Context: an optimization exercise on an open-source flow, tuned for a short achievable clock period and few clock cycles. The choices shown serve that exercise and are no tape-out recipe.
Only simulation tests tie the RTL to the original design; equivalence was not proved.
Power is estimated from default activity; no workload was simulated.

## stack_cpu
module stack_cpu (
    input  wire        clk,
    input  wire        rst,          
    input  wire [31:0] code_size,    
    output wire [31:0] code_addr,
    input  wire [31:0] code_rdata,
    output wire [1:0]  status,       
    output wire [2:0]  reason,       
    output wire [31:0] pc,
    output wire [4:0]  sp,
    input  wire [3:0]  stk_idx,
    output wire [31:0] stk_data
);
    localparam DEPTH = 16;
    localparam [2:0] R_NONE = 3'd0, R_INVALID = 3'd1, R_UNDER = 3'd2,
                     R_OVER = 3'd3, R_OVERRUN = 3'd4;
    reg st_op;       
    reg st_imm;      
    reg st_mul2;     
    reg st_divi;     
    reg st_divf;     
    reg st_done;     
    reg st_rf;       
    reg st_rz;       
    reg [31:0] pc_r;
    reg [31:0] pc1_r;        
    reg [4:0]  sp_r;
    reg [1:0]  status_r;
    reg [2:0]  reason_r;
    reg [31:0] cs_r;
    reg        fovr_r;       
    reg        iovr_r;       
    reg        ceq_r, cgt_r, clt_r;    
    reg [31:0] S [0:DEPTH-1];    
    reg [31:0] A [0:DEPTH-1];    
    always @(posedge clk) cs_r <= code_size;
    wire [31:0] w  = code_rdata;
    wire        hz = ~|w[31:5];
    wire [4:0]  lo = w[4:0];
    wire l_push = (lo == 5'd1);
    wire l_pop  = (lo == 5'd2);
    wire l_add  = (lo == 5'd3);
    wire l_sub  = (lo == 5'd4);
    wire l_mul  = (lo == 5'd5);
    wire l_div  = (lo == 5'd6) | (lo == 5'd7);
    wire l_jmp  = (lo == 5'd8) | (lo == 5'd15);
    wire l_cmp  = (lo == 5'd9) | (lo == 5'd10) | (lo == 5'd11) | (lo == 5'd12) |
                  (lo == 5'd13);
    wire l_call = (lo == 5'd14);
    wire l_hlt  = (lo == 5'd17);
  ...
Size in the first run: roughly 16000 cells after synthesis, ~1600 flip-flops, roughly 180 I/O pins.
export LEC_CHECK = 0
export CAP_MARGIN = 20
export CORE_MARGIN = 2
export CORE_UTILIZATION = 40
export PLACE_DENSITY = 0.6
export SLEW_MARGIN = 20
create_clock -name core_clock -period 12.0 [get_ports {clk}]
standard.sh (not shown) runs the stock make flow with config.mk's settings and CLKGATE_MAP_FILE= SYNTH_SCRIPT=/design/flow/synth_recipe.tcl, a recipe that flattens the netlist after the stock synthesis.
==> flow/flow/run.sh <==
#!/bin/bash
# Layout: the standard ORFS flow (standard.sh: standard synthesis, the
# platform's floorplan, power grid, placement, CTS and routing), with three
# make settings changed in how cells are sized:
#   MATCH_CELL_FOOTPRINT=0  the resizer may swap a cell for any size of it,
#                           not only one with the same footprint;
#   BUFFER_PORTS_ARGS       the buffers it puts on every input and output port
#                           are buf_8 rather than the smallest buffer;
#   SETUP_SLACK_MARGIN=6    repair_timing keeps shortening paths until they
#                           would meet a 6 ns clock (the clock stays 12 ns).
# All of ORFS's output goes to standard_flow.log here; each step's log is
# under orfs/logs.
set -euo pipefail
bash standard.sh MATCH_CELL_FOOTPRINT=0 \
    "BUFFER_PORTS_ARGS=-buffer_cell sky130_fd_sc_hd__buf_8" \
    SETUP_SLACK_MARGIN=6 finish > standard_flow.log 2>&1
The starting point produced a clean layout.
Testbench counts at the start, summed over its fixed seeds: cycles 32,614.
Next try:
--- a/flow/design.v
+++ b/flow/design.v
@@ -94,26 +94,18 @@
     assign status[1] = st_done ? status_r[1] : (st_op & (fovr_r | ~hz | ft[lo]));
     assign status[0] = st_done ? status_r[0] : (st_op & halt_now);
     assign reason    = st_done ? reason_r :
                        (fovr_r ? R_OVERRUN : (~hz ? R_INVALID : rt[lo]));
     assign pc       = pc_r;
     assign sp       = sp_r;
     assign stk_data = A[stk_idx];
-    reg c_true;
-    always @(*) begin
-        case (lo[2:0])
-            3'd1:    c_true = ceq_r;             
-            3'd2:    c_true = cgt_r;             
-            3'd3:    c_true = ~clt_r;            
-            3'd4:    c_true = clt_r;             
-            default: c_true = ~cgt_r;            
-        endcase
-    end
-    wire jump_lo  = l_jmp | l_call | (l_cmp & c_true);
-    wire redirect = st_op & jump_lo;
+    wire [7:0] jt = {1'b1, 1'b1, ~cgt_r, clt_r, ~clt_r, cgt_r, ceq_r, 1'b1};
+    wire [7:0] jt_op = jt & {8{st_op}};
+    wire jump_lo  = ~lo[4] & lo[3] & jt[lo[2:0]];
+    wire redirect = ~lo[4] & lo[3] & jt_op[lo[2:0]];
     wire xw;
     wire ovl_push = l_push & hz & ~fovr_r & ~iovr_r & ~full;
     wire ovl_pop  = l_pop & hz & ~fovr_r;
     wire ovl      = xw & (ovl_push | ovl_pop);
     wire ovl_bad  = xw & ~(ovl_push | ovl_pop);    
     wire        zaddr = st_done | st_rz;
     wire        xcyc  = st_mul2 | st_divi | st_divf | st_rf;
What happened:
- The changed run completed without violations
- total power went down by 8.4%
- die area went down by 0.39%
- flip-flop and latch count stays the same
- global-route usage went down by 1.5 points
- clock power went up by about 3%
- register-to-register slack got worse by 0.53 ns
- combinational power went down by 12%
- count of clock-buffer cells in the layout went up by 10
- fmax went up by 0.90%
- design area went up by 0.87%
- core utilization went up by 0.52 points
- area after synthesis went down by 0.39%
- wire length went down by 3.6%
- sequential share of layout area went down by 0.23 points
Testbench counts after the change, summed over its fixed seeds: cycles 32,614.

==> afterwards: timing with drivers on the ports <==
Ports are ideal in the flow. The routed layouts listed here were re-timed in OpenROAD.
Step 1, drivers: a clkbuf_16 drives clk and a buf_2 each remaining input, both assumed.
Step 2 also shifts input and output timing later by t, the mid clock arrival at the registers, as if the neighbouring blocks saw the same clock.
Slacks: no drivers / after step 1 / after step 2; pairs: no drivers / after step 1.
run	t, ns	setup WS [ns]	worst data-port slew with drivers (ns)
the first run	1.014	5.029 / 4.782 / 4.058	1.05
the second run	1.046	5.092 / 4.847 / 4.847	0.62
After both steps every run listed still meets setup and hold. The setup slack of the first run, which loses most, moves by -0.247 ns with the drivers and by -0.971 ns with both steps.
